Background: an optimization exercise with open tools, aiming at small area. Do not read the settings as production practice. The RTL was checked by simulation tests, not by an equivalence proof against the original design. Power is estimated from default activity; no workload was simulated.

$ cat design/flow/standard.sh
#!/bin/bash
# synth_recipe.tcl (not shown) runs the flow's synth.tcl, then flattens the netlist and writes it again
# the make line also repeats each setting of config.mk as NAME=value (left out here)
make -C /OpenROAD-flow-scripts/flow DESIGN_CONFIG=/design/flow/config.mk WORK_HOME=/design/flow/orfs CLKGATE_MAP_FILE= SYNTH_SCRIPT=/design/flow/synth_recipe.tcl "${@:-finish}"
$ cat design/flow/design.v
module bcd_clock_core (
    input  wire        clk,
    input  wire        rst,         
    input  wire        cmd_valid,
    input  wire [31:0] cmd,
    input  wire [31:0] now,
    output wire        cmd_ready,
    output wire        bus_req,
    output wire        bus_we,
    output wire [7:0]  bus_addr,
    output wire [7:0]  bus_wdata,
    input  wire        bus_done,
    input  wire [7:0]  bus_rdata,
    input  wire        bus_err,
    output wire [3:0]  led_hour,
    output wire [5:0]  led_min,
    output wire [15:0] pwm,
    output wire [15:0] result,
    output wire [7:0]  status
);
    localparam [3:0] S_IDLE    = 4'd0,
                     S_ENC     = 4'd1,    
                     S_DIV_RES = 4'd2,    
                     S_DIV_PWM = 4'd3,    
                     S_INCH_RH = 4'd4,    
                     S_INCH_WH = 4'd5,    
                     S_INCM_RM = 4'd6,    
                     S_CAR_RH  = 4'd7,    
                     S_CAR_WH  = 4'd8,    
                     S_INCM_WM = 4'd9,    
                     S_SYNC_WH = 4'd10,
                     S_SYNC_WM = 4'd11,
                     S_SYNC_WS = 4'd12,
                     S_REF_RH  = 4'd13,
                     S_REF_RM  = 4'd14,
                     S_REF_RS  = 4'd15;
    function [6:0] encode6;      
        input [5:0] v;
        begin
            case (v)
                6'd0: encode6 = 7'h00;
                6'd1: encode6 = 7'h01;
                6'd2: encode6 = 7'h02;
                6'd3: encode6 = 7'h03;
                6'd4: encode6 = 7'h04;
                6'd5: encode6 = 7'h05;
                6'd6: encode6 = 7'h06;
                6'd7: encode6 = 7'h07;
                6'd8: encode6 = 7'h08;
                6'd9: encode6 = 7'h09;
                6'd10: encode6 = 7'h10;
                6'd11: encode6 = 7'h11;
                6'd12: encode6 = 7'h12;
                6'd13: encode6 = 7'h13;
                6'd14: encode6 = 7'h14;
                6'd15: encode6 = 7'h15;
                6'd16: encode6 = 7'h16;
                6'd17: encode6 = 7'h17;
                6'd18: encode6 = 7'h18;
                6'd19: encode6 = 7'h19;
                6'd20: encode6 = 7'h20;
                6'd21: encode6 = 7'h21;
                6'd22: encode6 = 7'h22;
                6'd23: encode6 = 7'h23;
                6'd24: encode6 = 7'h24;
                6'd25: encode6 = 7'h25;
                6'd26: encode6 = 7'h26;
                6'd27: encode6 = 7'h27;
                6'd28: encode6 = 7'h28;
                6'd29: encode6 = 7'h29;
                6'd30: encode6 = 7'h30;
                6'd31: encode6 = 7'h31;
                6'd32: encode6 = 7'h32;
                6'd33: encode6 = 7'h33;
                6'd34: encode6 = 7'h34;
                6'd35: encode6 = 7'h35;
                6'd36: encode6 = 7'h36;
                6'd37: encode6 = 7'h37;
                6'd38: encode6 = 7'h38;
                6'd39: encode6 = 7'h39;
                6'd40: encode6 = 7'h40;
                6'd41: encode6 = 7'h41;
                6'd42: encode6 = 7'h42;
                6'd43: encode6 = 7'h43;
                6'd44: encode6 = 7'h44;
                6'd45: encode6 = 7'h45;
                6'd46: encode6 = 7'h46;
                6'd47: encode6 = 7'h47;
                6'd48: encode6 = 7'h48;
                6'd49: encode6 = 7'h49;
                6'd50: encode6 = 7'h50;
                6'd51: encode6 = 7'h51;
                6'd52: encode6 = 7'h52;
                6'd53: encode6 = 7'h53;
                6'd54: encode6 = 7'h54;
                6'd55: encode6 = 7'h55;
                6'd56: encode6 = 7'h56;
                6'd57: encode6 = 7'h57;
                6'd58: encode6 = 7'h58;
                6'd59: encode6 = 7'h59;
                6'd60: encode6 = 7'h60;
                6'd61: encode6 = 7'h61;
                6'd62: encode6 = 7'h62;
                6'd63: encode6 = 7'h63;
            endcase
        end
    endfunction
    function [6:0] dec_tab;      
        input [6:0] p;
        begin
            case (p)
                7'h00: dec_tab = 7'd0;
                7'h01: dec_tab = 7'd1;
                7'h02: dec_tab = 7'd2;
                7'h03: dec_tab = 7'd3;
                7'h04: dec_tab = 7'd4;
                7'h05: dec_tab = 7'd5;
                7'h06: dec_tab = 7'd6;
                7'h07: dec_tab = 7'd7;
                7'h08: dec_tab = 7'd8;
                7'h09: dec_tab = 7'd9;
                7'h0a: dec_tab = 7'd10;
                7'h0b: dec_tab = 7'd11;
                7'h0c: dec_tab = 7'd12;
                7'h0d: dec_tab = 7'd13;
                7'h0e: dec_tab = 7'd14;
                7'h0f: dec_tab = 7'd15;
                7'h10: dec_tab = 7'd10;
                7'h11: dec_tab = 7'd11;
                7'h12: dec_tab = 7'd12;
                7'h13: dec_tab = 7'd13;
                7'h14: dec_tab = 7'd14;
                7'h15: dec_tab = 7'd15;
                7'h16: dec_tab = 7'd16;
                7'h17: dec_tab = 7'd17;
                7'h18: dec_tab = 7'd18;
                7'h19: dec_tab = 7'd19;
                7'h1a: dec_tab = 7'd20;
                7'h1b: dec_tab = 7'd21;
                7'h1c: dec_tab = 7'd22;
                7'h1d: dec_tab = 7'd23;
                7'h1e: dec_tab = 7'd24;
                7'h1f: dec_tab = 7'd25;
                7'h20: dec_tab = 7'd20;
                7'h21: dec_tab = 7'd21;
                7'h22: dec_tab = 7'd22;
                7'h23: dec_tab = 7'd23;
                7'h24: dec_tab = 7'd24;
                7'h25: dec_tab = 7'd25;
                7'h26: dec_tab = 7'd26;
                7'h27: dec_tab = 7'd27;
                7'h28: dec_tab = 7'd28;
                7'h29: dec_tab = 7'd29;
                7'h2a: dec_tab = 7'd30;
                7'h2b: dec_tab = 7'd31;
                7'h2c: dec_tab = 7'd32;
                7'h2d: dec_tab = 7'd33;
                7'h2e: dec_tab = 7'd34;
                7'h2f: dec_tab = 7'd35;
                7'h30: dec_tab = 7'd30;
                7'h31: dec_tab = 7'd31;
                7'h32: dec_tab = 7'd32;
                7'h33: dec_tab = 7'd33;
                7'h34: dec_tab = 7'd34;
                7'h35: dec_tab = 7'd35;
                7'h36: dec_tab = 7'd36;
                7'h37: dec_tab = 7'd37;
                7'h38: dec_tab = 7'd38;
                7'h39: dec_tab = 7'd39;
                7'h3a: dec_tab = 7'd40;
                7'h3b: dec_tab = 7'd41;
                7'h3c: dec_tab = 7'd42;
                7'h3d: dec_tab = 7'd43;
                7'h3e: dec_tab = 7'd44;
                7'h3f: dec_tab = 7'd45;
                7'h40: dec_tab = 7'd40;
                7'h41: dec_tab = 7'd41;
                7'h42: dec_tab = 7'd42;
                7'h43: dec_tab = 7'd43;
                7'h44: dec_tab = 7'd44;
                7'h45: dec_tab = 7'd45;
                7'h46: dec_tab = 7'd46;
                7'h47: dec_tab = 7'd47;
                7'h48: dec_tab = 7'd48;
                7'h49: dec_tab = 7'd49;
                7'h4a: dec_tab = 7'd50;
                7'h4b: dec_tab = 7'd51;
                7'h4c: dec_tab = 7'd52;
                7'h4d: dec_tab = 7'd53;
                7'h4e: dec_tab = 7'd54;
                7'h4f: dec_tab = 7'd55;
                7'h50: dec_tab = 7'd50;
                7'h51: dec_tab = 7'd51;
                7'h52: dec_tab = 7'd52;
                7'h53: dec_tab = 7'd53;
                7'h54: dec_tab = 7'd54;
                7'h55: dec_tab = 7'd55;
                7'h56: dec_tab = 7'd56;
                7'h57: dec_tab = 7'd57;
                7'h58: dec_tab = 7'd58;
                7'h59: dec_tab = 7'd59;
                7'h5a: dec_tab = 7'd60;
                7'h5b: dec_tab = 7'd61;
                7'h5c: dec_tab = 7'd62;
                7'h5d: dec_tab = 7'd63;
                7'h5e: dec_tab = 7'd64;
                7'h5f: dec_tab = 7'd65;
                7'h60: dec_tab = 7'd60;
                7'h61: dec_tab = 7'd61;
                7'h62: dec_tab = 7'd62;
                7'h63: dec_tab = 7'd63;
                7'h64: dec_tab = 7'd64;
                7'h65: dec_tab = 7'd65;
                7'h66: dec_tab = 7'd66;
                7'h67: dec_tab = 7'd67;
                7'h68: dec_tab = 7'd68;
                7'h69: dec_tab = 7'd69;
                7'h6a: dec_tab = 7'd70;
                7'h6b: dec_tab = 7'd71;
                7'h6c: dec_tab = 7'd72;
                7'h6d: dec_tab = 7'd73;
                7'h6e: dec_tab = 7'd74;
                7'h6f: dec_tab = 7'd75;
                7'h70: dec_tab = 7'd70;
                7'h71: dec_tab = 7'd71;
                7'h72: dec_tab = 7'd72;
                7'h73: dec_tab = 7'd73;
                7'h74: dec_tab = 7'd74;
                7'h75: dec_tab = 7'd75;
                7'h76: dec_tab = 7'd76;
                7'h77: dec_tab = 7'd77;
                7'h78: dec_tab = 7'd78;
                7'h79: dec_tab = 7'd79;
                7'h7a: dec_tab = 7'd80;
                7'h7b: dec_tab = 7'd81;
                7'h7c: dec_tab = 7'd82;
                7'h7d: dec_tab = 7'd83;
                7'h7e: dec_tab = 7'd84;
                7'h7f: dec_tab = 7'd85;
            endcase
        end
    endfunction
    function [7:0] add8;             
        input [7:0] a, b;
        input       ci;
        integer     i;
        reg         c;
        begin
            c = ci;
            for (i = 0; i < 8; i = i + 1) begin
                add8[i] = a[i] ^ b[i] ^ c;
                c = (a[i] & b[i]) | (c & (a[i] ^ b[i]));
            end
        end
    endfunction
    function gt8;                    
        input [7:0] x, k;
        integer     i;
        reg         g;
        begin
            g = 1'b0;
            for (i = 0; i < 8; i = i + 1)
                g = k[i] ? (x[i] & g) : (x[i] | g);
            gt8 = g;
        end
    endfunction
    function [3:0] to12;
        input [7:0] h;
        begin
            if (gt8(h, 8'd23))       to12 = 4'd0;
            else if (gt8(h, 8'd12))  to12 = add8({4'd0, h[3:0]}, 8'd4, 1'b0);
            else                     to12 = h[3:0];
        end
    endfunction
    reg [3:0]  state;
    reg        last_valid;
    reg [31:0] last_ts;
    reg [3:0]  out_hour;
    reg [5:0]  out_min;
    reg [10:0] pwm_r;
    reg [10:0] result_r;
    reg        dom_err, bus_err_f, ill_err, acc;
    reg [5:0]  sa;
    reg        sr;           
    reg [5:0]  sb;
    reg [5:0]  sc;
    wire idle = (state == S_IDLE);
    assign cmd_ready = idle && !rst;
    assign led_hour  = out_hour;
    assign led_min   = out_min;
    assign pwm       = {5'd0, pwm_r};
    assign result    = {5'd0, result_r};
    assign status    = {3'b000, !idle, acc, ill_err, bus_err_f, dom_err};
    reg       req, we;
    reg [1:0] addr;
    always @(*) begin
        req = 1'b1; we = 1'b0; addr = 2'd2;
        case (state)
            S_INCH_RH, S_CAR_RH, S_REF_RH: ;
            S_INCM_RM, S_REF_RM:           addr = 2'd1;
            S_REF_RS:                      addr = 2'd0;
            S_INCH_WH, S_CAR_WH, S_SYNC_WH: we = 1'b1;
            S_INCM_WM, S_SYNC_WM:          begin we = 1'b1; addr = 2'd1; end
            S_SYNC_WS:                     begin we = 1'b1; addr = 2'd0; end
            default:                       req = 1'b0;
        endcase
    end
    assign bus_req   = req;
    assign bus_we    = we;
    assign bus_addr  = {6'd0, addr};
    assign bus_wdata = {1'b0, encode6(sa)};
    wire [3:0] op  = cmd[31:28];
    wire [1:0] sel = cmd[25:24];
    wire [7:0] fa  = cmd[23:16];
    wire [7:0] fb  = cmd[15:8];
    wire [7:0] fc  = cmd[7:0];
    wire rsv0  = (cmd[27:26] == 2'd0);
    wire ab0   = (cmd[23:8] == 16'd0);
    wire c0    = (fc == 8'd0);
    reg legal;
    always @(*) begin
        case (op)
            4'h1:                   legal = rsv0 && (sel != 2'd3) && ab0;
            4'h2, 4'h3, 4'h4,
            4'h5, 4'h6:             legal = rsv0 && (sel == 2'd0) && ab0;
            4'h7:                   legal = rsv0 && (sel != 2'd3) && ab0 && c0;
            4'h8, 4'h9, 4'hA,
            4'hB, 4'hD:             legal = rsv0 && (sel == 2'd0) && ab0 && c0;
            4'hC:                   legal = rsv0 && (sel == 2'd0);
            default:                legal = 1'b0;
        endcase
    end
    reg [7:0] dlo;
    reg       bw, z0, z1;
    integer   k;
    always @(*) begin
        bw = 1'b0;
        for (k = 0; k < 8; k = k + 1) begin
            dlo[k] = now[k] ^ last_ts[k] ^ bw;
            bw = (!now[k] & last_ts[k]) | (bw & !(now[k] ^ last_ts[k]));
        end
        z0 = !bw;        
        z1 = bw;         
        for (k = 8; k < 32; k = k + 1) begin
            {z0, z1} = {(now[k] ~^ last_ts[k]) ? z0 : (z1 & now[k]),
                        (now[k] ^ last_ts[k]) & z1 & !now[k]};
        end
    end
    wire accept = !last_valid || !(z0 || z1) || gt8(dlo, 8'd200);
    wire c_big = gt8(fc, 8'd59);
    wire b_big = gt8(fb, 8'd59);
    wire [7:0] dec_in   = idle ? fc : bus_rdata;
    wire       dec_hour = idle ? (sel == 2'd0) : (addr == 2'd2);
    wire [6:0] dec_v    = dec_tab({dec_hour ? 1'b0 : dec_in[6], dec_in[5:0]});
    wire       dec_big  = gt8({1'b0, dec_v}, 8'd59);
    wire [10:0] dst   = (state == S_DIV_RES) ? result_r : pwm_r;
    wire [7:0]  r2    = {sr, sa, dst[10]};
    wire        ge    = gt8(r2, 8'd117);
    wire [7:0]  r2s   = add8(r2, 8'd138, 1'b0);
    wire [6:0]  rnext = ge ? r2s[6:0] : r2[6:0];
    wire [7:0]  inc_v = add8({1'b0, dec_v}, 8'd0, 1'b1);
    wire [7:0]  cnt_n = add8({2'd0, sc}, 8'd0, 1'b1);
    always @(posedge clk) begin
        if (rst) begin
            state      <= S_IDLE;
            last_valid <= 1'b0;
            out_hour   <= 4'd0;
            out_min    <= 6'd0;
            pwm_r      <= 11'd0;
            result_r   <= 11'd0;
            dom_err    <= 1'b0;
            bus_err_f  <= 1'b0;
            ill_err    <= 1'b0;
            acc        <= 1'b0;
        end else begin
            case (state)
                S_IDLE: if (cmd_valid) begin
                    if (!legal) begin
                        ill_err <= 1'b1;
                    end else begin
                        case (op)
                            4'h1: result_r <= {4'd0, dec_v};
                            4'h2: if (c_big) dom_err <= 1'b1;
                                  else begin sa <= fc[5:0]; state <= S_ENC; end
                            4'h3, 4'h4: result_r <= {7'd0, to12(fc)};
                            4'h5: if (c_big) dom_err <= 1'b1;
                                  else result_r <= {5'd0, fc[5:0]};
                            4'h6: if (c_big) dom_err <= 1'b1;
                                  else begin
                                      sr <= 1'b0; sa <= fc[5:0]; sc <= 6'd0;
                                      result_r <= 11'd59;
                                      state <= S_DIV_RES;
                                  end
                            4'h7: begin
                                acc      <= accept;
                                result_r <= {10'd0, accept};
                                if (accept) begin
                                    last_ts    <= now;
                                    last_valid <= 1'b1;
                                end
                            end
                            4'h8: state <= S_INCH_RH;
                            4'h9: state <= S_INCM_RM;
                            4'hA, 4'hB: begin
                                acc <= accept;
                                if (accept) begin
                                    last_ts    <= now;
                                    last_valid <= 1'b1;
                                    state      <= op[0] ? S_INCM_RM : S_INCH_RH;
                                end
                            end
                            4'hC: begin
                                acc <= accept;
                                if (accept) begin
                                    last_ts    <= now;
                                    last_valid <= 1'b1;
                                    if (b_big || c_big) begin
                                        dom_err <= 1'b1;
                                    end else begin
                                        sa    <= {2'd0, to12(fa)};
                                        sb    <= fb[5:0];
                                        sc    <= fc[5:0];
                                        state <= S_SYNC_WH;
                                    end
                                end
                            end
                            4'hD: state <= S_REF_RH;
                            default: ;
                        endcase
                    end
                end
                S_ENC: begin
                    result_r <= {4'd0, encode6(sa)};
                    state    <= S_IDLE;
                end
                S_DIV_RES, S_DIV_PWM: begin
                    {sr, sa} <= rnext;
                    if (state == S_DIV_RES) result_r <= {result_r[9:0], ge};
                    else                    pwm_r    <= {pwm_r[9:0], ge};
                    sc <= cnt_n[5:0];
                    if (sc == 6'd10) state <= S_IDLE;
                end
                S_INCH_RH, S_CAR_RH: if (bus_done) begin
                    if (bus_err) begin
                        bus_err_f <= 1'b1;
                        state     <= S_IDLE;
                    end else if (gt8({1'b0, dec_v}, 8'd23)) begin
                        dom_err <= 1'b1;
                        state   <= S_IDLE;
                    end else begin
                        sa    <= (dec_v == 7'd23) ? 6'd0 : inc_v[5:0];
                        state <= (state == S_INCH_RH) ? S_INCH_WH : S_CAR_WH;
                    end
                end
                S_INCH_WH, S_INCM_WM, S_SYNC_WS: if (bus_done) begin
                    if (bus_err) bus_err_f <= 1'b1;
                    state <= S_IDLE;
                end
                S_INCM_RM: if (bus_done) begin
                    if (bus_err) begin
                        bus_err_f <= 1'b1;
                        state     <= S_IDLE;
                    end else if (dec_big) begin
                        dom_err <= 1'b1;
                        state   <= S_IDLE;
                    end else if (dec_v == 7'd59) begin
                        state <= S_CAR_RH;
                    end else begin
                        sa    <= inc_v[5:0];
                        state <= S_INCM_WM;
                    end
                end
                S_CAR_WH: if (bus_done) begin
                    if (bus_err) begin
                        bus_err_f <= 1'b1;
                        state     <= S_IDLE;
                    end else begin
                        sa    <= 6'd0;
                        state <= S_INCM_WM;
                    end
                end
                S_SYNC_WH, S_SYNC_WM: if (bus_done) begin
                    if (bus_err) begin
                        bus_err_f <= 1'b1;
                        state     <= S_IDLE;
                    end else begin
                        sa    <= sb;
                        sb    <= sc;
                        state <= (state == S_SYNC_WH) ? S_SYNC_WM : S_SYNC_WS;
                    end
                end
                S_REF_RH: if (bus_done) begin
                    if (bus_err) begin
                        bus_err_f <= 1'b1;
                        state     <= S_IDLE;
                    end else begin
                        sb[3:0] <= to12({1'b0, dec_v});
                        state   <= S_REF_RM;
                    end
                end
                S_REF_RM: if (bus_done) begin
                    if (bus_err) begin
                        bus_err_f <= 1'b1;
                        state     <= S_IDLE;
                    end else begin
                        sc    <= dec_v[5:0];
                        sa[0] <= dec_big;
                        state <= S_REF_RS;
                    end
                end
                S_REF_RS: if (bus_done) begin
                    state <= S_IDLE;
                    if (bus_err) begin
                        bus_err_f <= 1'b1;
                    end else if (sa[0] || dec_big) begin
                        dom_err <= 1'b1;
                    end else begin
                        out_hour <= sb[3:0];
                        out_min  <= sc;
                        sr       <= 1'b0;
                        sa       <= dec_v[5:0];
                        sc       <= 6'd0;
                        pwm_r    <= 11'd59;
                        state    <= S_DIV_PWM;
                    end
                end
                default: state <= S_IDLE;
            endcase
        end
    end
endmodule
$ cat design/flow/constraint.sdc
create_clock -name core_clock -period 20.0 [get_ports {clk}]
set_input_delay 4.0000 -clock core_clock [delete_from_list [all_inputs] [get_ports {clk}]]
set_output_delay 4.0000 -clock core_clock [all_outputs]
set_load 0.01 [all_outputs]
$ cat design/flow/flow/run.sh
#!/bin/bash
set -euo pipefail
cd "$(dirname "$0")/.."
bash standard.sh BUFFER_PORTS_ARGS="-buffer_cell sky130_fd_sc_hd__buf_1" finish > standard.log 2>&1
$ cat design/flow/config.mk
export PLATFORM = sky130hd
export DESIGN_NAME = bcd_clock_core
export DESIGN_NICKNAME = bcd_clock_core
export VERILOG_FILES = /design/flow/design.v
export SDC_FILE = /design/flow/constraint.sdc
export NUM_CORES = 4
export LEC_CHECK = 0
export ABC_AREA = 1
export CAP_MARGIN = 20
export CORE_MARGIN = 2
export CORE_UTILIZATION = 40
export SLEW_MARGIN = 20
==> results.json, run 1 <==
{
  "outcome": "complete, no violations",
  "core_area_mm2": 0.0180,
  "cap_violations": 0,
  "setup_violations": 0,
  "clock-root-buffer": "clkbuf_16",
  "dr.first_iter.drc_count": 529,
  "leakage_nw": 3.69,
  "dpl_worst_slack_ns": 9.76,
  "worst_slew_pin_slew_ns": 1.07,
  "grt_max_degree": 33,
  "period_minus_slack_ns": 9.90,
  "rows": 49,
  "path_class": "in -> reg",
  "cts_resized": 0,
  "cts.clk_slew.worst_paths_ns": 0.08,
  "wl_per_cell_um": 15.5,
  "fin_util": 0.460,
  "ys_async_sr_fraction": 0,
  "port_buffers": 124,
  "stdcell_area_mm2": 0.00826,
  "power.density_mw_per_mm2": 112,
  "synth_edf_count": 51,
  "synth_seq_area_share": 0.332,
  "die_x_um": 139,
  "ys.flop_type": "edfxtp_1",
  "clk_latency_ns": 0.36,
  "vias_per_cell": 5.17,
  "yosysTopAreaCell": "edfxtp_1",
  "hpwl_um": 17100,
  "die_h_um": 139,
  "max-vdd-ir-drop_mv": 0.0872,
  "critPathMostFrequentCell": "nand2_1",
  "grt_util_all_layers": 0.227,
  "fin_setup_tns_ns": 0,
  "ant_nets": 0,
  "slew_headroom": 0.265,
  "rsz0062_at_grt": "false",
  "timing.final.crit_share": 0.495,
  "grt_pass1_vias": 6666,
  "yosysWarnings": 1,
  "htreeDepth": 3,
  "cts_sinks": 96,
  "hold_buffers": 0,
  "fillerInstances": 1943,
  "crit_family": "simple AND/OR/NAND/NOR gates",
  "avgSynthCellArea_um2": 7.00,
  "fmax_ghz": 0.101,
  "endpoint_kind": "flop",
  "grt_pass1_wl_um": 35400,
  "tritoncts": "done",
  "place.gp.congestion": 0.962,
  "start_util": 0.408,
  "post_cts_buffers": 0,
  "critPathMaxFanout": 4,
  "hp-class": "reg -> reg",
  "area_growth_pct": 12.6,
  "placed_area_mm2": 0.00795,
  "drc": 0,
  "cts_made_buffers": 9,
  "first_pass_iters": 5,
  "start_kind": "primary input",
  "synth_top_area_share": 0.209,
  "wirelength_um": 21600,
  "layout-drive-gt1-share": 0.0692,
  "globalRouteOverflowTotal": 0,
  "synthDistinctLibCells": 54,
  "antenna_found_initial": 0,
  "hold_violations": 0,
  "synthTopCellsByArea": "edfxtp_1, dfxtp_1, nand2_1, inv_1, nor2_1",
  "antenna_cells": 0,
  "cp_slowest_cell": "a2111oi_0",
  "synth.ff_latch_count": 96,
  "worstPathRequired_ns": 19.98,
  "clk_path_buf_depth": 2,
  "die_area_mm2": 0.0194,
  "num_vias": 7228,
  "fin_hold_ws_ns": 0.453,
  "netlist_instances": 1048,
  "nets": 1282,
  "synthesis.area_mm2": 0.00734,
  "setup_slack_ns": 10.10,
  "critical_path.max_stage_delay_ns": 0.84,
  "ios": 146,
  "fin_skew_ns": 0.0104,
  "arrival_ns": 9.87,
  "worstPathBufferInverterCount": 5,
  "final_max_slew_viol_count": 0
}
kinds of logic (layout without fill, tap and decap cells):
group / Yosys count / count (layout) / share of synthesized area
AO/OA/AOI/OAI: 201 / 201 / 0.174
adder cells (fa/ha/maj): 40 / 40 / 0.0754
XOR/XNOR: 6 / 6 / 0.00716
other: 1 / 20 / 0.000511
flip-flops: 96 / 96 / 0.332
buffers and inverters: 231 / 334 / 0.131
AND/OR/NAND/NOR: 473 / 473 / 0.281
path summary, 6_finish.rpt:
path,from,to,slack [ns],depth (start not counted)
hold reg to reg,ill_err,ill_err,0.45,2
setup reg to reg,last_ts[0],sb[4],13.55,55
setup / recovery,now[0],sb[4],10.10,57
hold / removal,ill_err,ill_err,0.45,2
cells in the mapped netlist, types with 16 or more instances:
cell        n
nand2_1   187
inv_1     164
nor2_1    163
o21ai_0    61
nand3_1    58
edfxtp_1   51
a21oi_1    45
dfxtp_1    45
ha_1       33
buf_4      25
inv_2      22
nor3_1     20
clkbuf_1   16
metrics by stage:
stage          power (mW)  cells
2_1_floorplan       0.595   1067
3_3_place_gp        0.731   1383
3_5_place_dp        0.733   1383
4_1_cts             0.911   1399
5_1_grt             0.993   1399
6_report            0.922   1399
sequential cells by signal, summed over array words and instances (netlist names):
| signal | cells |
|---|---|
| acc | 1 |
| addr | 2 |
| bus_err_f | 1 |
| bus_req | 1 |
| bus_we | 1 |
| dom_err | 1 |
| ill_err | 1 |
| last_ts | 32 |
| last_valid | 1 |
| out_hour | 4 |
| out_min | 6 |
| pwm_r | 11 |
| result_r | 11 |
| sa | 6 |
| sb | 6 |
| sc | 6 |
| sr | 1 |
| state | 4 |
power by group:
group,switching [mW],internal (mW)
registers,0.0105,0.221
clock network,0.0889,0.0885
logic,0.365,0.148
total,0.464,0.458
final cells by class:
class	instances	area (µm²)	area share
multi-input combinational	740	4020	0.487
timing repair buffer	131	518	0.0627
inverter	187	703	0.0852
clock buffer	9	225	0.0273
clock inverter	7	72.6	0.00879
sequential	96	2430	0.295
tap	229	287	0.0347
worst min-delay path, delay by kind of cell, from the launching register on:
| family | cells | cell delay (ns) |
|---|---|---|
| compound gates | 1 | 0.05 |
| buf+inv | 1 | 0.05 |
| flops | 1 | 0.31 |
placed cells by master (no fill, tap or decap), types with 3 or more instances in the layout:
master     instances
nor2_4             3
o21ai_1            7
a41oi_1            3
nor2_1           163
or2_2              5
and3_1             3
nand4_1            6
nand2_4            5
edfxtp_1          51
xnor2_1            4
nand3_2            5
nand3_1           58
o21a_1             3
a22o_1             4
a2111oi_0          5
a21oi_1           45
inv_2             22
buf_4              7
conb_1            20
nand2_2            4
nand2_1          187
fa_1               7
a22oi_1            7
nor3_1            20
o2111ai_1          3
o21ai_0           61
inv_1            164
a221oi_1           4
nor2_2             5
ha_1              33
o31ai_1            4
clkbuf_16          9
a31oi_1           12
o211ai_1          14
dfxtp_1           45
o22ai_1            3
nor4_1             5
o21ai_2            3
o221ai_1          12
buf_1            124
per-layer routing:
metal  track usage  vias up  part of all wire
met5             0        -                 0
met4        0.0638        0             0.019
met3        0.0533       29             0.074
met2         0.355      262              0.44
met1         0.315     3281              0.46
li1              -     3656                 -
==> run 2, diff against run 1 <==
==> design/flow/run.sh (new file) <==
#!/bin/bash
# synth_recipe.tcl (not shown) runs the flow's synth.tcl, then flattens the netlist and writes it again
# the make line also repeats each setting of config.mk as NAME=value (left out here)
make -C /OpenROAD-flow-scripts/flow DESIGN_CONFIG=/design/flow/config.mk WORK_HOME=/design/flow/orfs CLKGATE_MAP_FILE= SYNTH_SCRIPT=/design/flow/synth_recipe.tcl finish
removed: design/flow/flow/run.sh
removed: design/flow/standard.sh
==> results.json, run 2 <==
{
  "fin_skew_ns": 0.00949,
  "grt_util_all_layers": 0.230,
  "cp_slowest_cell": "a2111oi_0",
  "synth_seq_area_share": 0.332,
  "endpoint_kind": "flop",
  "post_cts_buffers": 0,
  "dr.first_iter.drc_count": 546,
  "ios": 146,
  "first_pass_iters": 5,
  "regMostFlops": "last_ts",
  "synth_top_area_share": 0.209,
  "fin_util": 0.501,
  "netlist_instances": 1048,
  "yosysMostFrequentCell": "nand2_1",
  "core_area_mm2": 0.0180,
  "synthesis.area_mm2": 0.00734,
  "period_minus_slack_ns": 10.19,
  "layout_common_cells": "nand2_1, inv_1, nor2_1",
  "num_vias": 7116,
  "final_common_cell": "nand2_1",
  "critPathMaxFanout": 4,
  "power.density_mw_per_mm2": 104,
  "wirelength_um": 22100,
  "min_from": "ill_err",
  "grt_pass1_vias": 6751,
  "yosysTopAreaCell": "edfxtp_1",
  "final_max_slew_viol_count": 0,
  "clk_path_buf_depth": 2,
  "die_h_um": 139,
  "nets": 1281,
  "top_regs": "last_ts (32), pwm_r (11), result_r (11)",
  "cts_sinks": 96,
  "startpoint": "now[0]",
  "fin_setup_tns_ns": 0,
  "antenna_cells": 0,
  "leakage_nw": 3.99,
  "largest_reg_flops": 32,
  "cts.clk_slew.worst_paths_ns": 0.07,
  "antenna_found_initial": 0,
  "critical_path.max_stage_delay_ns": 0.78,
  "start_kind": "primary input",
  "reg2reg_setup_slack_ns": 13.60,
  "outcome": "complete, no violations",
  "start_util": 0.408,
  "grt_pass1_wl_um": 35500,
  "port_buffers": 124,
  "setup_violations": 0,
  "tritoncts": "done",
  "cts_resized": 0,
  "yosysWarnings": 1,
  "worst_slew_pin_slew_ns": 1.05,
  "layout-drive-gt1-share": 0.0676,
  "synth_edf_count": 51,
  "power.total_mw": 0.935,
  "rows": 49,
  "die_x_um": 139,
  "stdcell_area_mm2": 0.00900,
  "slew_headroom": 0.295,
  "area_growth_pct": 22.7,
  "synthDistinctLibCells": 54,
  "synth.ff_latch_count": 96,
  "fmax_ghz": 0.0981,
  "critPathMostFrequentCell": "nand2_1",
  "hpwl_um": 17500,
  "hold_depth": 2,
  "grt_max_degree": 33,
  "die_area_mm2": 0.0194,
  "max-vdd-ir-drop_mv": 0.0744,
  "vias_per_cell": 5.09,
  "avgSynthCellArea_um2": 7.00,
  "setup_slack_ns": 9.81,
  "ys.flop_type": "edfxtp_1",
  "htreeDepth": 3,
  "synthTopCellsByArea": "edfxtp_1, dfxtp_1, nand2_1, inv_1, nor2_1",
  "rr_worst_depth": 58,
  "place.gp.congestion": 0.969,
  "r2r-end": "sb[5]",
  "rr_startpoint": "last_ts[0]",
  "drc": 0,
  "holdPathEnd": "ill_err",
  "cap_violations": 0,
  "ant_nets": 0,
  "clk_latency_ns": 0.36,
  "hold_buffers": 0,
  "placed_area_mm2": 0.00872,
  "rsz0062_at_grt": "false",
  "arrival_ns": 10.17,
  "cts_made_buffers": 9,
  "hp-class": "reg -> reg",
  "wl_per_cell_um": 15.8,
  "clock-root-buffer": "clkbuf_16",
  "ys_top_cells_by_count": "nand2_1, inv_1, nor2_1, o21ai_0, nand3_1",
  "path_class": "in -> reg",
  "globalRouteOverflowTotal": 0,
  "timing.final.crit_share": 0.510,
  "worstPathRequired_ns": 19.98,
  "dpl_worst_slack_ns": 9.38,
  "hold_violations": 0,
  "ys_async_sr_fraction": 0
}
[run 2: cell counts after synthesis]
No cell type changed its count.
[run 2: how the worst max path moves through the flow]
| stage | endpoint |
|---|---|
| detailed placement | sa[3] |
| CTS | sa[2] |
| global route | sb[5] |
| global placement | sa[3] |
| finish | sb[5] |
| floorplan | last_ts[0] |
[run 2: worst max-delay path: cells and delay by family]
family	cells	cell delay, ns
simple gates	43	2.37
fa+ha+maj	8	2.03
buf+inv	7	0.82
compound gates	2	0.96
[run 2: final cells by class]
| cell class | count | area [µm²] |
|---|---|---|
| multi-input combinational | 740 | 4020 |
| timing repair buffer | 130 | 1290 |
| fill | 1826 | 8960 |
| clock buffer | 11 | 233 |
| clock inverter | 5 | 41.3 |
| inverter | 187 | 703 |
| sequential | 96 | 2430 |
| tap | 229 | 287 |
[run 2: where the power goes]
part           switching, mW  leakage [nW]  total [mW]  internal, mW
logic                  0.363          3.04       0.535         0.172
registers             0.0105         0.822       0.232         0.221
clock network         0.0824         0.132       0.168        0.0859
[run 2: kinds of logic after synthesis]
kind of cell | count (synthesis) | synth area share
adder cells (fa/ha/maj) | 40 | 0.0754
flip-flops | 96 | 0.332
AO/OA/AOI/OAI | 201 | 0.174
XOR/XNOR | 6 | 0.00716
AND/OR/NAND/NOR | 473 | 0.281
other | 1 | 0.000511
buffers and inverters | 231 | 0.131
[run 2: layer usage]
| metal | routed length [µm] | vias to the layer above | track usage |
|---|---|---|---|
| li1 | - | 3648 | - |
| met3 | 1600 | 19 | 0.0458 |
| met4 | 302 | 0 | 0.0574 |
| met1 | 10400 | 3198 | 0.329 |
| met5 | 0 | - | 0 |
| met2 | 9720 | 251 | 0.357 |
[run 2: through the flow]
| stage | hold WS, ns | cells |
|---|---|---|
| final | 0.455 | 1398 |
| after global routing | 0.496 | 1398 |
| after CTS | 0.456 | 1398 |
| after detailed placement | 0.444 | 1382 |
| after global placement | 0.441 | 1382 |
| after floorplan | 0.427 | 1067 |
==> run 3, diff against run 2 <==
==> design/flow/flow/run.sh (new file) <==
#!/bin/bash
set -euo pipefail
cd "$(dirname "$0")/.."
W=$PWD
R=$W/orfs/results/$FLOW_PLATFORM/bcd_clock_core/base
bash standard.sh synth > synth.log 2>&1
cp $R/1_2_yosys.v $W/1_2_yosys_standard.v
REABC_LIB=$FLOW_HOME/platforms/$FLOW_PLATFORM/lib/sky130_fd_sc_hd__tt_025C_1v80.lib \
REABC_IN=$W/1_2_yosys_standard.v REABC_OUT=$R/1_2_yosys.v \
REABC_SCRIPT=$W/flow/abc.script REABC_STAT=$W/reabc_stat.txt \
  yosys -c $W/flow/reabc.tcl > reabc.log 2>&1
rm -f $R/1_synth.odb $R/1_synth.sdc
bash standard.sh BUFFER_PORTS_ARGS="-buffer_cell sky130_fd_sc_hd__buf_1" finish > layout.log 2>&1
==> design/flow/flow/abc.script (new file) <==
strash
&get -n
&deepsyn -T 30
&dch -f
&nf -R 1000
&put
==> design/flow/flow/reabc.tcl (new file) <==
# Re-map the combinational logic of the standard synthesis netlist with a
# stronger ABC script. Flip-flops are kept as they are (same instances, names
# and cell types); only the gates between them are re-optimised.
set lib $::env(REABC_LIB)
yosys read_liberty -ignore_miss_func $lib
yosys blackbox sky130_fd_sc_hd__*df* sky130_fd_sc_hd__*dl*
yosys read_verilog $::env(REABC_IN)
yosys hierarchy -top $::env(FLOW_TOP)
yosys flatten
yosys rename -hide w:* x:* %d
yosys opt_clean -purge
yosys opt -purge
yosys abc -script $::env(REABC_SCRIPT) -liberty $lib -dont_use *lpflow* -dont_use *probe*
yosys splitnets
yosys opt_clean -purge
yosys hilomap -hicell sky130_fd_sc_hd__conb_1 HI -locell sky130_fd_sc_hd__conb_1 LO
yosys opt_clean -purge
yosys tee -o $::env(REABC_STAT) stat -liberty $lib
yosys write_verilog -noattr -noexpr -nohex -nodec $::env(REABC_OUT)
==> design/flow/standard.sh (new file) <==
#!/bin/bash
# synth_recipe.tcl (not shown) runs the flow's synth.tcl, then flattens the netlist and writes it again
# the make line also repeats each setting of config.mk as NAME=value (left out here)
make -C /OpenROAD-flow-scripts/flow DESIGN_CONFIG=/design/flow/config.mk WORK_HOME=/design/flow/orfs CLKGATE_MAP_FILE= SYNTH_SCRIPT=/design/flow/synth_recipe.tcl "${@:-finish}"
removed: design/flow/run.sh
==> results.json, run 3 <==
{
  "outcome": "complete, no violations",
  "slew_headroom": 0.270,
  "cts_sinks": 96,
  "yosysWarnings": 1,
  "setup_slack_ns": 11.42,
  "clk_latency_ns": 0.36,
  "top_regs": "last_ts (32), pwm_r (11), result_r (11)",
  "die_area_mm2": 0.0155,
  "place.gp.congestion": 1.05,
  "ant_nets": 0,
  "fmax_ghz": 0.117,
  "grt_util_all_layers": 0.224,
  "final_max_slew_viol_count": 0,
  "dr.first_iter.drc_count": 543,
  "post_cts_buffers": 0,
  "tritoncts": "done",
  "fin_hold_ws_ns": 0.457,
  "cts_resized": 0,
  "htreeDepth": 3,
  "num_vias": 5802,
  "die_x_um": 124,
  "wl_per_cell_um": 17.6,
  "core_area_mm2": 0.0140,
  "hp-class": "reg -> reg",
  "cp_slowest_cell": "buf_4",
  "die_h_um": 124,
  "switchingPower_mw": 0.110,
  "worstPathRequired_ns": 16.00,
  "nets": 893,
  "dp.cells": 985,
  "layout_common_cells": "buf_1, nor2_1, nand2_1",
  "wirelength_um": 17600,
  "synthesis.area_mm2": 0.00579,
  "dpl_worst_slack_ns": 11.15,
  "placed_area_mm2": 0.00650,
  "cts.clk_slew.worst_paths_ns": 0.07,
  "rows": 43,
  "ios": 146,
  "critPathMostFrequentCell": "buf_1",
  "start_kind": "primary input",
  "drc": 0,
  "start_util": 0.414,
  "combPwrFrac": 0.117,
  "netlist_instances": 678,
  "fin_setup_tns_ns": 0,
  "endpoint_kind": "primary output",
  "final_cell_count_no_fill": 1001,
  "hold_buffers": 0,
  "grt_max_degree": 33,
  "period_minus_slack_ns": 8.58,
  "clock-root-buffer": "clkbuf_16",
  "fin_skew_ns": 0.00836,
  "clk_path_buf_depth": 2,
  "port_buffers": 124,
  "path_class": "in -> out",
  "leakage_nw": 2.30,
  "setup_violations": 0,
  "hold_violations": 0,
  "seqCellArea_mm2": 0.00243,
  "cap_violations": 0,
  "cts_made_buffers": 9,
  "worstPathBufferInverterCount": 3,
  "cp_cell_sequence": "buf_1, buf_4, nor2_1, buf_1",
  "grt_pass1_wl_um": 28000,
  "multi_input_area_mm2": 0.00322,
  "seqPwrFrac": 0.495,
  "critPathMaxFanout": 23,
  "globalRouteOverflowTotal": 0,
  "max-vdd-ir-drop_mv": 0.0336,
  "rr_startpoint": "state[0]",
  "hpwl_um": 13800,
  "startpoint": "rst",
  "rsz0062_at_grt": "false",
  "fin_util": 0.485,
  "grt_pass1_vias": 5363,
  "fillerInstances": 1405,
  "p_int_mw": 0.308,
  "antenna_cells": 0,
  "regMostFlops": "last_ts",
  "layout-drive-gt1-share": 0.0219,
  "p_sw_frac": 0.263,
  "timing.final.crit_share": 0.429,
  "worst_slew_pin_slew_ns": 1.09,
  "power.density_mw_per_mm2": 61.7,
  "arrival_ns": 4.58,
  "avgSynthCellArea_um2": 8.54,
  "area_growth_pct": 17.1,
  "antenna_found_initial": 0,
  "power.share.clock": 0.388,
  "first_pass_iters": 6,
  "min_from": "last_valid",
  "vias_per_cell": 5.80,
  "stdcell_area_mm2": 0.00678,
  "final_common_cell": "buf_1",
  "largest_reg_flops": 32,
  "critical_path.max_stage_delay_ns": 0.21,
  "crit_family": "buffers and inverters",
  "power.total_mw": 0.418
}
==> run 3: layout make-up <==
class,instances,share of cell area
flip-flops and latches,96,0.359
multi-input cells,544,0.474
inverters,38,0.0210
clock buffers,10,0.0338
clock inverters,6,0.00683
well taps,180,0.0332
repair buffers,127,0.0720
==> run 3: worst paths after layout <==
path / end / slack, ns / depth (start not counted)
hold reg to reg: last_valid / 0.46 / 2
setup / recovery: cmd_ready / 11.42 / 4
hold / removal: last_valid / 0.46 / 2
setup reg to reg: sa[3] / 14.44 / 15
==> run 3: worst register-to-register path: stages, from the launching register on <==
cell and delay (ns):
dfxtp_1 0.51, clkinv_1 0.32, nand2_1 0.21, nor2_1 0.44
clkinv_1 0.58, o21ai_0 0.94, o21ai_0 0.32, nand3_1 0.17
o21ai_0 0.21, or2_0 0.32, nor2_1 0.26, o31ai_1 0.13
nand2_1 0.11, nand2_1 0.05, a211o_1 0.32, nor2_1 0.33
==> run 3: metal layers <==
layer	wire length, µm	global-route usage	vias up
li1	-	-	2783
met1	7790	0.298	2717
met2	8020	0.355	271
met3	1360	0.0537	31
met4	422	0.0780	0
met5	0	0	-
==> run 3: power by group through the flow <==
stage                     logic (mW)  clock network (mW)  registers [mW]
final                         0.0489               0.162           0.207
after global routing          0.0539               0.175           0.207
after CTS                     0.0477               0.165           0.207
after detailed placement      0.0475                   0           0.212
after global placement        0.0465                   0           0.212
after floorplan               0.0273                   0           0.212
==> run 4, diff against run 3 <==
--- a/design/flow/design.v
+++ b/design/flow/design.v
@@ -332,5 +332,5 @@
     end
     reg [7:0] dlo;
-    reg       bw, z0, z1;
+    reg       bw, hz;
     integer   k;
     always @(*) begin
@@ -340,12 +340,9 @@
             bw = (!now[k] & last_ts[k]) | (bw & !(now[k] ^ last_ts[k]));
         end
-        z0 = !bw;        
-        z1 = bw;         
-        for (k = 8; k < 32; k = k + 1) begin
-            {z0, z1} = {(now[k] ~^ last_ts[k]) ? z0 : (z1 & now[k]),
-                        (now[k] ^ last_ts[k]) & z1 & !now[k]};
-        end
+        hz = ((now[8] ~^ last_ts[8]) == !bw);
+        for (k = 9; k < 32; k = k + 1)
+            hz = hz & ((now[k] ~^ last_ts[k]) == (now[k-1] | !last_ts[k-1]));
     end
-    wire accept = !last_valid || !(z0 || z1) || gt8(dlo, 8'd200);
+    wire accept = !last_valid || !hz || gt8(dlo, 8'd200);
     wire c_big = gt8(fc, 8'd59);
     wire b_big = gt8(fb, 8'd59);
--- a/design/flow/config.mk
+++ b/design/flow/config.mk
@@ -10,3 +10,4 @@
 export CORE_MARGIN = 2
 export CORE_UTILIZATION = 40
+export CTS_BUF_LIST = sky130_fd_sc_hd__clkbuf_8
 export SLEW_MARGIN = 20
==> results.json, run 4 <==
{
  "outcome": "complete, no violations",
  "hpwl_um": 14400,
  "fmax_ghz": 0.116,
  "power.total_mw": 0.804,
  "hold_violations": 0,
  "start_util": 0.405,
  "cp_cell_sequence": "buf_1, buf_4, nor2_1, buf_1",
  "hold_buffers": 0,
  "critPathMostFrequentCell": "buf_1",
  "largest_reg_flops": 32,
  "ant_nets": 0,
  "endpoint_kind": "primary output",
  "worstPathRequired_ns": 16.00,
  "fin_skew_ns": 0.0132,
  "regMostFlops": "last_ts",
  "post_cts_buffers": 0,
  "clock-root-buffer": "clkbuf_8",
  "final_common_cell": "buf_1",
  "clk_latency_ns": 0.40,
  "hp-class": "reg -> reg",
  "port_buffers": 124,
  "fillerInstances": 1480,
  "antenna_cells": 0,
  "final_cell_count_no_fill": 1008,
  "met2_usage": 0.357,
  "tritoncts": "done",
  "top_regs": "last_ts (32), pwm_r (11), result_r (11)",
  "netlist_instances": 679,
  "globalRouteOverflowTotal": 0,
  "dr.first_iter.drc_count": 558,
  "first_pass_iters": 5,
  "rows": 44,
  "wl_per_cell_um": 18.6,
  "wirelength_um": 18700,
  "cap_violations": 0,
  "drc": 0,
  "slew_headroom": 0.329,
  "layout-drive-gt1-share": 0.0291,
  "power.density_mw_per_mm2": 119,
  "use_met3": 0.0464,
  "critical_path.max_stage_delay_ns": 0.20,
  "fin_util": 0.470,
  "grt_pass1_vias": 5481,
  "cts.clk_slew.worst_paths_ns": 0.10,
  "core_area_mm2": 0.0144,
  "nets": 896,
  "rsz0062_at_grt": "false",
  "area_growth_pct": 16.1,
  "leakage_nw": 2.30,
  "place.gp.congestion": 0.970,
  "final_max_slew_viol_count": 0,
  "clk_path_buf_depth": 2,
  "worst_slew_pin_slew_ns": 0.999,
  "grt_max_degree": 23,
  "critPathMaxFanout": 18,
  "cts_resized": 0,
  "yosysWarnings": 1,
  "dp.cells": 992,
  "die_x_um": 125,
  "fin_setup_tns_ns": 0,
  "synthesis.area_mm2": 0.00584,
  "die_area_mm2": 0.0156,
  "busiest_layer": "met2",
  "start_kind": "primary input",
  "arrival_ns": 4.59,
  "ios": 146,
  "vias_per_cell": 5.84,
  "timing.final.crit_share": 0.429,
  "cts_sinks": 96,
  "grt_use_met1": 0.327,
  "placed_area_mm2": 0.00658,
  "setup_violations": 0,
  "stdcell_area_mm2": 0.00678,
  "layout_common_cells": "buf_1, nor2_1, nand2_1",
  "die_h_um": 125,
  "avgSynthCellArea_um2": 8.60,
  "max-vdd-ir-drop_mv": 0.0921,
  "cts_made_buffers": 9,
  "period_minus_slack_ns": 8.59,
  "num_vias": 5884,
  "grt_pass1_wl_um": 29000,
  "path_class": "in -> out",
  "grt_util_all_layers": 0.235,
  "cp_slowest_cell": "buf_4",
  "htreeDepth": 3,
  "antenna_found_initial": 0
}
-- run 4: per-layer routing --
| metal | up-vias | wire length (µm) | share of wire |
|---|---|---|---|
| met3 | 45 | 1380 | 0.074 |
| met5 | - | 0 | 0 |
| met4 | 0 | 582 | 0.031 |
| met1 | 2773 | 8490 | 0.45 |
| li1 | 2807 | - | - |
| met2 | 259 | 8280 | 0.44 |
-- run 4: final cells by class --
class / instances / area [µm²] / area share
multi-input cells: 553 / 3310 / 0.488
well taps: 184 / 230 / 0.0340
clock inverters: 5 / 38.8 / 0.00572
clock buffers: 11 / 151 / 0.0223
repair buffers: 129 / 503 / 0.0742
flip-flops and latches: 96 / 2430 / 0.359
inverters: 30 / 113 / 0.0166
-- run 4: critical path, delay by kind of cell --
kind / cells / cell delay, ns
buffers and inverters: 3 / 0.45
and+or+nand+nor: 1 / 0.14
-- run 4: final timing paths --
check | depth (start not counted) | start | slack (ns) | end
setup / recovery | 4 | rst | 11.41 | cmd_ready
hold / removal | 1 | out_min[2] | 0.49 | out_min[2]
setup reg to reg | 16 | state[1] | 14.76 | pwm_r[10]
hold reg to reg | 1 | out_min[2] | 0.49 | out_min[2]
-- run 4: report_power, final --
group | switching (mW) | internal [mW]
logic | 0.283 | 0.134
registers | 0.0259 | 0.229
clock network | 0.0784 | 0.0533
total | 0.388 | 0.416
-- run 4: through the flow --
stage	worst slack, ns	hold WS [ns]
finish	11.41	0.485
floorplan	11.83	0.430
global route	11.36	0.501
detailed placement	11.41	0.462
global placement	11.43	0.457
CTS	11.41	0.487
==> run 5, diff against run 4 <==
--- a/design/flow/config.mk
+++ b/design/flow/config.mk
@@ -10,4 +10,3 @@
 export CORE_MARGIN = 2
 export CORE_UTILIZATION = 40
-export CTS_BUF_LIST = sky130_fd_sc_hd__clkbuf_8
 export SLEW_MARGIN = 20
==> results.json, run 5 <==
{
  "wl_per_cell_um": 18.6,
  "critPathMaxFanout": 18,
  "grt_max_degree": 23,
  "top_regs": "last_ts (32), pwm_r (11), result_r (11)",
  "yosysWarnings": 1,
  "wirelength_um": 18800,
  "start_kind": "primary input",
  "fmax_ghz": 0.116,
  "globalRouteOverflowTotal": 0,
  "final_common_cell": "buf_1",
  "drc": 0,
  "die_h_um": 125,
  "clk_path_buf_depth": 2,
  "cts_resized": 0,
  "fin_skew_ns": 0.0110,
  "ant_nets": 0,
  "timing.final.crit_share": 0.429,
  "area_growth_pct": 17.8,
  "hold_violations": 0,
  "regMostFlops": "last_ts",
  "hold_depth": 1,
  "setup_violations": 0,
  "netlist_instances": 679,
  "multi_input_area_mm2": 0.00331,
  "arrival_ns": 4.58,
  "start_util": 0.405,
  "leakage_nw": 2.35,
  "cts_made_buffers": 9,
  "max-vdd-ir-drop_mv": 0.0955,
  "placed_area_mm2": 0.00658,
  "port_buffers": 124,
  "antenna_cells": 0,
  "rr_worst_depth": 16,
  "ios": 146,
  "dr.first_iter.drc_count": 499,
  "worst_slew_pin_slew_ns": 1.04,
  "drt-met1-wl_um": 8470,
  "power.density_mw_per_mm2": 123,
  "nets": 896,
  "rr_startpoint": "state[1]",
  "grt_pass1_vias": 5472,
  "final_max_slew_viol_count": 0,
  "first_pass_iters": 5,
  "reg2reg_setup_slack_ns": 14.73,
  "r2r-end": "pwm_r[10]",
  "clk_latency_ns": 0.36,
  "hp-class": "reg -> reg",
  "cts.clk_slew.worst_paths_ns": 0.07,
  "fillerInstances": 1460,
  "cap_violations": 0,
  "vias_per_cell": 5.87,
  "htreeDepth": 3,
  "layout_common_cells": "buf_1, nor2_1, nand2_1",
  "grt_pass1_wl_um": 29100,
  "num_vias": 5912,
  "layout-drive-gt1-share": 0.0291,
  "wl_met2_um": 8300,
  "final_cell_count_no_fill": 1008,
  "post_cts_buffers": 0,
  "rows": 44,
  "tritoncts": "done",
  "hpwl_um": 14400,
  "die_x_um": 125,
  "slew_headroom": 0.302,
  "hold_buffers": 0,
  "die_area_mm2": 0.0156,
  "outcome": "complete, no violations",
  "worstPathRequired_ns": 16.00,
  "fin_setup_tns_ns": 0,
  "grt_util_all_layers": 0.236,
  "endpoint_kind": "primary output",
  "avgSynthCellArea_um2": 8.60,
  "place.gp.congestion": 0.970,
  "antenna_found_initial": 0,
  "holdPathEnd": "out_min[2]",
  "cts_sinks": 96,
  "stdcell_area_mm2": 0.00688,
  "min_from": "out_min[2]",
  "dp.cells": 992,
  "topRoutingLayerUsed": "met4",
  "period_minus_slack_ns": 8.58,
  "clock-root-buffer": "clkbuf_16",
  "met3_length_um": 1370,
  "rsz0062_at_grt": "false",
  "path_class": "in -> out",
  "core_area_mm2": 0.0144,
  "largest_reg_flops": 32,
  "seqCellArea_mm2": 0.00243,
  "synthesis.area_mm2": 0.00584
}
[run 5: how the worst max path moves through the flow]
stage,startpoint,cells after the start,endpoint,slack [ns]
global route,rst,4,cmd_ready,11.36
finish,rst,4,cmd_ready,11.42
global placement,rst,4,cmd_ready,11.43
detailed placement,rst,4,cmd_ready,11.41
floorplan,rst,1,cmd_ready,11.83
CTS,rst,4,cmd_ready,11.41
[run 5: per-stage QoR]
| stage | hold slack (ns) | utilization | setup WS [ns] | total power, mW |
|---|---|---|---|---|
| 6_report | 0.477 | 0.477 | 11.42 | 0.847 |
| 5_1_grt | 0.493 | 0.477 | 11.36 | 0.900 |
| 4_1_cts | 0.480 | 0.476 | 11.41 | 0.842 |
| 3_5_place_dp | 0.462 | 0.456 | 11.41 | 0.666 |
| 3_3_place_gp | 0.457 | 0.456 | 11.43 | 0.665 |
| 2_1_floorplan | 0.430 | - | 11.83 | 0.527 |
[run 5: final cells by class]
cell class	instances	share of cell area
multi-input cells	553	0.481
clock inverters	5	0.00564
well taps	184	0.0335
flip-flops and latches	96	0.353
repair buffers	129	0.0731
clock buffers	11	0.0367
inverters	30	0.0164
[run 5: critical path, cell delays in order]
cell,delay [ns]
buf_1,0.07
buf_4,0.20
nor2_1,0.14
buf_1,0.18
[run 5: layer usage]
layer  track usage  up-vias
li1              -     2802
met3        0.0399       45
met5             0        -
met4         0.110        0
met1         0.329     2776
met2         0.359      289
[run 5: where the power goes]
group	internal [mW]	total (mW)	leakage [nW]	switching, mW
clock network	0.0925	0.175	0.148	0.0826
registers	0.229	0.255	0.825	0.0259
logic	0.134	0.418	1.38	0.284
==> run 6, diff against run 5 <==
==> design/flow/flow/run.sh (replaced) <==
#!/bin/bash
set -euo pipefail
cd "$(dirname "$0")/.."
W=$PWD
R=$W/orfs/results/$FLOW_PLATFORM/bcd_clock_core/base
LIB=$FLOW_HOME/platforms/$FLOW_PLATFORM/lib/sky130_fd_sc_hd__tt_025C_1v80.lib
bash standard.sh synth > synth.log 2>&1
cp $R/1_2_yosys.v $W/1_2_yosys_standard.v
best=""
best_area=""
pids=()
for s in 1 2 3 4; do
  mkdir -p $W/reabc_$s
  printf 'strash\n&get -n\n&deepsyn -T 60 -S %s\n&dch -f\n&nf -R 1000\n&put\n' $s > $W/reabc_$s/abc.script
  ( cd $W/reabc_$s && REABC_LIB=$LIB REABC_IN=$W/1_2_yosys_standard.v REABC_OUT=$W/reabc_$s/out.v \
      REABC_SCRIPT=$W/reabc_$s/abc.script REABC_STAT=$W/reabc_$s/stat.txt \
      yosys -c $W/flow/reabc.tcl > $W/reabc_$s.log 2>&1 ) &
  pids+=($!)
done
for p in "${pids[@]}"; do wait $p || true; done
for s in 1 2 3 4; do
  a=$(grep "Chip area" $W/reabc_$s/stat.txt 2>/dev/null | awk '{print $NF}' || true)
  [[ -n "$a" && -s $W/reabc_$s/out.v ]] || continue
  if [[ -z "$best" ]] || awk -v a=$a -v b=$best_area 'BEGIN{exit !(a<b)}'; then best=$s; best_area=$a; fi
done
echo "re-mapped netlist: seed $best, area $best_area" > reabc_choice.log
if [[ -n "$best" ]]; then
  cp $W/reabc_$best/out.v $R/1_2_yosys.v
  rm -f $R/1_synth.odb $R/1_synth.sdc
fi
bash standard.sh BUFFER_PORTS_ARGS="-buffer_cell sky130_fd_sc_hd__buf_1" finish > layout.log 2>&1
--- a/design/flow/config.mk
+++ b/design/flow/config.mk
@@ -10,3 +10,4 @@
 export CORE_MARGIN = 2
 export CORE_UTILIZATION = 40
+export CTS_BUF_LIST = sky130_fd_sc_hd__clkbuf_8
 export SLEW_MARGIN = 20
removed: design/flow/flow/abc.script
==> results.json, run 6 <==
{
  "hpwl_um": 13800,
  "path_class": "in -> out",
  "rr_startpoint": "state[3]",
  "hp-class": "reg -> reg",
  "cts_sinks": 96,
  "fillerInstances": 1400,
  "globalRouteOverflowTotal": 0,
  "tritoncts": "done",
  "first_pass_iters": 5,
  "min_from": "result_r[3]",
  "antenna_found_initial": 0,
  "top_regs": "last_ts (32), pwm_r (11), result_r (11)",
  "fmax_ghz": 0.117,
  "power.density_mw_per_mm2": 77.1,
  "critPathMostFrequentCell": "buf_1",
  "slew_headroom": 0.384,
  "htreeDepth": 3,
  "synthesis.area_mm2": 0.00571,
  "nets": 861,
  "avgSynthCellArea_um2": 8.88,
  "max-vdd-ir-drop_mv": 0.0482,
  "netlist_instances": 643,
  "num_vias": 5727,
  "area_growth_pct": 17.0,
  "layout_common_cells": "buf_1, nor2_1, nand2_1",
  "cts_resized": 0,
  "hold_buffers": 0,
  "setup_slack_ns": 11.43,
  "fin_skew_ns": 0.00816,
  "worstPathRequired_ns": 16.00,
  "rsz0062_at_grt": "false",
  "period_minus_slack_ns": 8.57,
  "ant_nets": 0,
  "cp_slowest_cell": "buf_4",
  "layout-drive-gt1-share": 0.0304,
  "clock-root-buffer": "clkbuf_8",
  "cts_made_buffers": 9,
  "crit_family": "buffers and inverters",
  "grt_pass1_wl_um": 27800,
  "regMostFlops": "last_ts",
  "fin_setup_tns_ns": 0,
  "worstPathBufferInverterCount": 3,
  "start_util": 0.410,
  "port_buffers": 124,
  "die_area_mm2": 0.0152,
  "stdcell_area_mm2": 0.00668,
  "grt_util_all_layers": 0.238,
  "antenna_cells": 0,
  "final_common_cell": "buf_1",
  "place.gp.congestion": 0.975,
  "timing.final.crit_share": 0.429,
  "leakage_nw": 2.25,
  "clk_path_buf_depth": 2,
  "arrival_ns": 4.57,
  "placed_area_mm2": 0.00645,
  "critical_path.max_stage_delay_ns": 0.22,
  "worst_slew_pin_slew_ns": 0.921,
  "wirelength_um": 18000,
  "ios": 146,
  "vias_per_cell": 5.91,
  "final_max_slew_viol_count": 0,
  "yosysWarnings": 1,
  "start_kind": "primary input",
  "post_cts_buffers": 0,
  "clk_latency_ns": 0.38,
  "grt_max_degree": 33,
  "cp_cell_sequence": "buf_1, buf_4, nor2_1, buf_1",
  "core_area_mm2": 0.0139,
  "startpoint": "rst",
  "grt_pass1_vias": 5323,
  "largest_reg_flops": 32,
  "critPathMaxFanout": 21,
  "cts.clk_slew.worst_paths_ns": 0.10,
  "setup_violations": 0,
  "endpoint_kind": "primary output",
  "hold_violations": 0,
  "rows": 43,
  "wl_per_cell_um": 18.5,
  "outcome": "complete, no violations",
  "die_x_um": 123,
  "dpl_worst_slack_ns": 11.43,
  "dr.first_iter.drc_count": 597,
  "die_h_um": 123,
  "cap_violations": 0,
  "drc": 0
}
[run 6: worst paths after layout]
check | end | slack (ns) | depth (start not counted)
hold reg to reg | result_r[3] | 0.48 | 2
setup reg to reg | sa[4] | 14.92 | 13
setup / recovery | cmd_ready | 11.43 | 4
hold / removal | result_r[3] | 0.48 | 2
[run 6: cell type report]
class	count	area, µm²	area share
multi-input combinational	531	3230	0.483
sequential	96	2430	0.364
timing repair buffer	130	510	0.0764
tap	180	225	0.0337
clock buffer	9	124	0.0185
clock inverter	7	103	0.0154
inverter	16	60.1	0.00899
[run 6: worst register-to-register path: stages (launching register included)]
cell	delay, ns
dfxtp_1	0.50
nor2_1	0.54
nor2_1	0.10
a21oi_1	0.57
nor2_1	0.15
xnor2_1	0.30
a22oi_1	0.17
a21oi_1	0.23
o21a_1	0.25
a21oi_1	0.14
nor3b_1	0.65
a2111oi_0	0.23
or3_1	0.47
nor2_1	0.43
[run 6: layer usage]
| layer | GRT usage | vias to the layer above | routed length, µm |
|---|---|---|---|
| met5 | 0 | - | 0 |
| met4 | 0.0803 | 0 | 371 |
| met3 | 0.0369 | 30 | 1250 |
| met2 | 0.370 | 251 | 8050 |
| met1 | 0.338 | 2734 | 8290 |
| li1 | - | 2712 | - |
[run 6: where the power goes]
| group | internal [mW] | total [mW] | leakage (nW) | switching [mW] |
|---|---|---|---|---|
| registers | 0.215 | 0.223 | 0.824 | 0.00866 |
| logic | 0.0488 | 0.146 | 1.31 | 0.0970 |
| clock network | 0.0720 | 0.146 | 0.112 | 0.0735 |
| total | 0.336 | 0.515 | 2.25 | 0.179 |
[run 6: stage by stage]
step | hold slack [ns] | util | std cells | total power [mW]
after floorplan | 0.432 | - | 643 | 0.314
after global placement | 0.452 | 0.463 | 953 | 0.367
after detailed placement | 0.462 | 0.463 | 953 | 0.371
after CTS | 0.485 | 0.479 | 969 | 0.515
after global routing | 0.504 | 0.479 | 969 | 0.541
final | 0.477 | 0.479 | 969 | 0.515

## separate check: timing with driven ports
The flow's constraints put no driver on any port. The routed layouts listed below were extracted and timed again, unchanged, in two steps. Step 1 assumes that a clkbuf_16 drives the clock port and a buf_2 every other input. Step 2, shift: input delay + t, output delay - t, t = (earliest + latest rising clock arrival at the registers) / 2. This alone moves slack from input paths to output paths. Three values: ideal ports, drivers, drivers and shift; two values: the first two.
| run | t, ns | setup WS [ns] | worst setup path at the end |
|---|---|---|---|
| run 1 | 0.401 | 10.104 / 10.128 / 9.726 | input to register |
| run 2 | 0.400 | 9.809 / 9.832 / 9.432 | input to register |
| run 3 | 0.393 | 11.421 / 11.398 / 11.143 | input to register |
| run 4 | 0.424 | 11.413 / 11.394 / 11.394 | input to output |
| run 5 | 0.393 | 11.416 / 11.396 / 11.396 | input to output |
| run 6 | 0.408 | 11.427 / 11.406 / 11.395 | input to register |
After both steps every run listed still meets setup and hold. For run 1, which loses most, drivers alone change the setup slack by +0.024 ns; drivers and shift together by -0.378 ns.
